What follows belongs to an exercise in optimizing a design on an open flow for small area, a short achievable clock period and few clock cycles; a production flow would make more cautious choices.
The RTL was checked by simulation tests, not by an equivalence proof against the original design.
Power figures rest on the tool's default switching activity, not on a simulated workload.

==> flow/design.v <==
module sdr_frame_rx (
    input  wire        clk,
    input  wire        rst,
    input  wire        in_valid,
    output wire        in_ready,
    input  wire [7:0]  in_data,
    output reg         out_valid,
    output reg  [7:0]  out_type,
    output reg  [7:0]  out_gid,
    output reg  [7:0]  out_sid,
    output reg  [79:0] out_payload,
    output reg         crc_err
);
    localparam integer N     = 32;              
    localparam [31:0]  SYNC  = 32'h1ACFFC1D;
    localparam [31:0]  CRC_PRE = 32'hFF06CBB9;
    function automatic near_sync(input [31:0] w);
        reg [31:0] x;
        reg [15:0] a1, a2;
        reg [7:0]  b1, b2, b3;
        reg [3:0]  c1, c2, c3;
        reg [1:0]  d1, d2, d3;
        integer i;
        begin
            x = w ^ SYNC;
            for (i = 0; i < 16; i = i + 1) begin
                a1[i] = x[2*i] | x[2*i+1];
                a2[i] = x[2*i] & x[2*i+1];
            end
            for (i = 0; i < 8; i = i + 1) begin
                b1[i] = a1[2*i] | a1[2*i+1];
                b2[i] = a2[2*i] | a2[2*i+1] | (a1[2*i] & a1[2*i+1]);
                b3[i] = (a2[2*i] & a1[2*i+1]) | (a1[2*i] & a2[2*i+1]);
            end
            for (i = 0; i < 4; i = i + 1) begin
                c1[i] = b1[2*i] | b1[2*i+1];
                c2[i] = b2[2*i] | b2[2*i+1] | (b1[2*i] & b1[2*i+1]);
                c3[i] = b3[2*i] | b3[2*i+1] | (b2[2*i] & b1[2*i+1]) | (b1[2*i] & b2[2*i+1]);
            end
            for (i = 0; i < 2; i = i + 1) begin
                d1[i] = c1[2*i] | c1[2*i+1];
                d2[i] = c2[2*i] | c2[2*i+1] | (c1[2*i] & c1[2*i+1]);
                d3[i] = c3[2*i] | c3[2*i+1] | (c2[2*i] & c1[2*i+1]) | (c1[2*i] & c2[2*i+1]);
            end
            near_sync = !(d3[0] | d3[1] | (d2[0] & d1[1]) | (d1[0] & d2[1]));
        end
    endfunction
    function automatic [3:0] ham_dec(input [7:0] c);
        reg [2:0] syn;
        reg [3:0] d;
        begin
            syn = {c[6] ^ c[5] ^ c[3], c[6] ^ c[4] ^ c[3], c[5] ^ c[4] ^ c[3]} ^ c[2:0];
            d = c[6:3];
            case (syn)
                3'd6: d[3] = ~d[3];
                3'd5: d[2] = ~d[2];
                3'd3: d[1] = ~d[1];
                3'd7: d[0] = ~d[0];
                default: ;
            endcase
            ham_dec = d;
        end
    endfunction
    function automatic [31:0] crc_step4(input [31:0] r);
        integer i;
        begin
            for (i = 0; i < 4; i = i + 1)
                r = r[0] ? ((r >> 1) ^ 32'hEDB88320) : (r >> 1);
            crc_step4 = r;
        end
    endfunction
    function automatic [7:0] key(input [4:0] j);
        begin
            case (j)
                5'd0:  key = 8'hFE; 5'd1:  key = 8'h3B; 5'd2:  key = 8'h14;
                5'd3:  key = 8'hBE; 5'd4:  key = 8'hA8; 5'd5:  key = 8'h5B;
                5'd6:  key = 8'hCE; 5'd7:  key = 8'h56; 5'd8:  key = 8'h60;
                5'd9:  key = 8'hDA; 5'd10: key = 8'hE8; 5'd11: key = 8'hC8;
                5'd12: key = 8'h81; 5'd13: key = 8'h26; 5'd14: key = 8'h9E;
                5'd15: key = 8'hE1; 5'd16: key = 8'hFC; 5'd17: key = 8'h76;
                5'd18: key = 8'h29; 5'd19: key = 8'h7D; 5'd20: key = 8'h50;
                5'd21: key = 8'hB7; 5'd22: key = 8'h9C; 5'd23: key = 8'hAC;
                5'd24: key = 8'hC1; 5'd25: key = 8'hB5; 5'd26: key = 8'hD1;
                default: key = 8'h00;
            endcase
        end
    endfunction
    reg        rdy_q;                  
    reg        st_v;                   
    reg  [7:0] st_d;
    reg  [7:0] hist [0:N-1];           
    assign in_ready = rdy_q;
    reg        rot;                    
    reg  [4:0] r;                      
    reg        ract;                   
    reg  [2:0] wv;                     
    reg        wnew;                   
    reg        parse;                  
    reg  [2:0] sh;                     
    reg  [4:0] j;                      
    reg        rec;                    
    reg  [4:0] bd;                     
    reg  [31:0] crc;
    reg        mf;                     
    wire blk   = rec && bd >= 5'd29;
    wire push  = st_v && (r == 5'd0 || wv == 3'd0) && !rot && !blk;
    wire rd    = rot ? (ract || bd == 5'd31) : push;
    wire [7:0] hin = push ? st_d : hist[N-1];
    wire [39:0] win = {hist[4], hist[3], hist[2], hist[1], hist[0]};
    reg  [7:0]  hit;
    integer     s;
    always @* begin
        for (s = 0; s < 8; s = s + 1)
            hit[s] = near_sync(win[39-s -: 32]);
    end
    wire any_hit = |hit;
    reg  [2:0] hsh;                    
    always @* begin
        hsh = 3'd0;
        for (s = 7; s >= 0; s = s - 1)
            if (hit[s]) hsh = s[2:0];
    end
    reg        sq;                     
    reg  [4:0] jq;                     
    reg  [7:0] gq;                     
    wire [3:0] d  = ham_dec(gq);
    wire [31:0] crc_in = crc ^ ((!jq[0] && jq <= 5'd22) ? {28'd0, d} : 32'd0);
    wire [31:0] crc_f  = crc_step4(crc_in) ^ ((jq[0] && jq <= 5'd21) ? {24'd0, d, 4'd0} : 32'd0);
    reg  [7:0]  crc_b;
    always @* begin
        case (jq[1:0])
            2'd3:    crc_b = crc_f[31:24];   
            2'd0:    crc_b = crc[23:16];     
            2'd1:    crc_b = crc[15:8];      
            default: crc_b = crc[7:0];       
        endcase
    end
    wire bmatch = (gq == ~crc_b);
    wire lastq  = sq && (jq == 5'd26);
    wire fin_ok = mf && bmatch;                  
    wire pass   = lastq && fin_ok;
    wire fail   = lastq && !fin_ok;
    wire rewind = fail && rec;
    wire look  = wnew && (wv == 3'd5);
    wire found = look && !parse && any_hit && !pass && !rewind;  
    wire nhit  = parse && look && any_hit;               
    wire step  = wnew && parse || found && hit[0];
    wire [2:0] ush = parse ? sh : 3'd0;
    wire [15:0] pair = {hist[1], hist[0]} << ush;
    wire [7:0]  abyte = (ush == 3'd0) ? hist[0] : pair[15:8];
    wire [4:0]  uj = parse ? j : 5'd0;
    wire last  = step && (uj == 5'd26);
    wire rot_end = rot && r == 5'd31;
    reg  [2:0] wv_n;
    always @* begin
        if (rewind) wv_n = 3'd0;
        else if (pass) wv_n = {2'd0, sh != 3'd0} + {2'd0, wnew} + {2'd0, rd};
        else if (rd) wv_n = (wv == 3'd5) ? 3'd5 : wv + 3'd1;
        else wv_n = wv;
    end
    wire       rot_n  = rewind || rot && !rot_end;
    wire [4:0] r_n    = push ? 5'd0 : r + 5'd1;
    wire       rec_n  = !(found || lastq) && (nhit || rec);
    wire [4:0] bd_n   = (nhit && !rec) ? 5'd5 : bd + 5'd1;
    wire       blk_n  = rec_n && bd_n >= 5'd29;
    wire       st_v_n = st_v && !push || in_valid && rdy_q;
    integer k;
    always @(posedge clk) begin
        if (!st_v || push) st_d <= in_data;
        hist[0] <= hin;
        for (k = 1; k < N; k = k + 1)
            hist[k] <= hist[k-1];
        gq <= abyte ^ key(uj);
        jq <= uj;
        if (sq) begin
            if (jq <= 5'd2) crc <= CRC_PRE;
            else if (jq <= 5'd23) crc <= crc_f;
            if (jq == 5'd23) mf <= bmatch;
            else mf <= mf & bmatch;
            if (jq == 5'd0) out_type <= gq;
            if (jq == 5'd1) out_gid  <= gq;
            if (jq == 5'd2) out_sid  <= gq;
            for (k = 0; k < 20; k = k + 1)
                if (jq == k + 3) out_payload[79-4*k -: 4] <= d;
        end
        if (found) sh <= hsh;
        if (found) j <= hit[0] ? 5'd1 : 5'd0;
        else if (step) j <= j + 5'd1;
        bd <= bd_n;
        if (rot && bd == 5'd31) ract <= 1'b1;
        if (rst) begin
            rdy_q     <= 1'b0;
            st_v      <= 1'b0;
            rot       <= 1'b0;
            r         <= 5'd0;
            ract      <= 1'b0;
            wv        <= 3'd0;
            wnew      <= 1'b0;
            parse     <= 1'b0;
            rec       <= 1'b0;
            sq        <= 1'b0;
            out_valid <= 1'b0;
            crc_err   <= 1'b0;
        end else begin
            st_v  <= st_v_n;
            rdy_q <= !st_v_n || (r_n == 5'd0 || wv_n == 3'd0) && !rot_n && !blk_n;
            r     <= r_n;
            sq    <= step;
            out_valid <= pass;
            crc_err   <= fail;
            wnew <= rd;
            rot <= rot_n;
            if (rewind) ract <= 1'b0;
            wv <= wv_n;
            if (found) parse <= 1'b1;
            else if (last) parse <= 1'b0;
            rec <= rec_n;
        end
    end
endmodule
==> flow/config.mk <==
export PLATFORM = sky130hd
export DESIGN_NAME = sdr_frame_rx
export DESIGN_NICKNAME = sdr_frame_rx
export VERILOG_FILES = /design/flow/design.v
export SDC_FILE = /design/flow/constraint.sdc
export NUM_CORES = 4
export LEC_CHECK = 0
export ABC_AREA = 1
export CAP_MARGIN = 20
export CORE_MARGIN = 2
export CORE_UTILIZATION = 40
export SETUP_SLACK_MARGIN = 0.5
export SLEW_MARGIN = 20
==> flow/constraint.sdc <==
create_clock -name core_clock -period 22.0 [get_ports {clk}]
set_input_delay 4.4000 -clock core_clock [delete_from_list [all_inputs] [get_ports {clk}]]
set_output_delay 4.4000 -clock core_clock [all_outputs]
set_load 0.01 [all_outputs]
standard.sh (not shown) runs the stock make flow with config.mk's settings and CLKGATE_MAP_FILE= SYNTH_SCRIPT=/design/flow/synth_recipe.tcl, a recipe that flattens the netlist after the stock synthesis.
==> flow/flow/run.sh <==
#!/bin/bash
set -euo pipefail
export BUFFER_PORTS_ARGS="-buffer_cell sky130_fd_sc_hd__buf_1"
export CTS_ARGS="-sink_clustering_enable -repair_clock_nets -dont_use_dummy_load -sink_clustering_size 20 -sink_clustering_max_diameter 60"
bash standard.sh > standard_flow.log 2>&1
The first run went through all stages and came out clean.
Testbench counts at the start, summed over its fixed seeds: cycles 22,798.
Next try:
==> flow/flow/run.sh (replaced) <==
#!/bin/bash
set -euo pipefail
export BUFFER_PORTS_ARGS="-buffer_cell sky130_fd_sc_hd__buf_1"
export CTS_ARGS="-sink_clustering_enable -repair_clock_nets -dont_use_dummy_load -sink_clustering_size 30 -sink_clustering_max_diameter 100"
bash standard.sh > standard_flow.log 2>&1
--- a/flow/config.mk
+++ b/flow/config.mk
@@ -11 +11,2 @@
-export CORE_UTILIZATION = 40
+export CORE_UTILIZATION = 60
+export PLACE_DENSITY = 0.75
Effect: The new run completed with no timing, DRC or antenna violations; non-clock buffer count is unchanged; die area went down by 33%; wire length falls by 3.1%; power fell by 7.4%; cell area came out lower by 2.9%; global-route usage went up by 8.2 points; synthesized area is unchanged; via count climbs by 0.42%; maximum frequency climbs by 0.75%.
Next try:
--- a/flow/config.mk
+++ b/flow/config.mk
@@ -11,2 +11 @@
-export CORE_UTILIZATION = 60
-export PLACE_DENSITY = 0.75
+export CORE_UTILIZATION = 40
The new run ran to the end with no violations.
Synthesized cell count stays the same.
Routed wire length goes up by 2.7%.
Sequential power is about the same.
Flip-flop and latch count does not change.

## afterwards: timing with drivers on the ports
The results above use ideal ports. As a check the final layouts listed here were re-extracted and re-timed, cells and wires unchanged. Step 1 (the two cells are an assumption about what drives the block):
set clk [get_ports {clk}]
set_driving_cell -lib_cell sky130_fd_sc_hd__clkbuf_16 $clk
set_driving_cell -lib_cell sky130_fd_sc_hd__buf_2 [delete_from_list [all_inputs] $clk]
Step 2 times the ports against the registers' clock, not the clock port: input delays grow and output delays shrink by t, the midpoint of the rising clock arrivals with the driver on. Slacks: no drivers / after step 1 / after step 2; pairs: no drivers / after step 1.
run | shift t [ns] | slack for setup (ns) | hold WS [ns] | worst register clock-pin slew, ns
the first run | 0.624 | 16.448 / 16.391 / 16.552 | 0.292 / 0.292 / 0.292 | 0.08 / 0.08
the second run | 0.572 | 16.489 / 16.438 / 16.544 | 0.300 / 0.300 / 0.300 | 0.11 / 0.11
the third run | 0.577 | 16.504 / 16.448 / 16.593 | 0.288 / 0.288 / 0.288 | 0.11 / 0.11
After both steps every run listed still meets setup and hold.
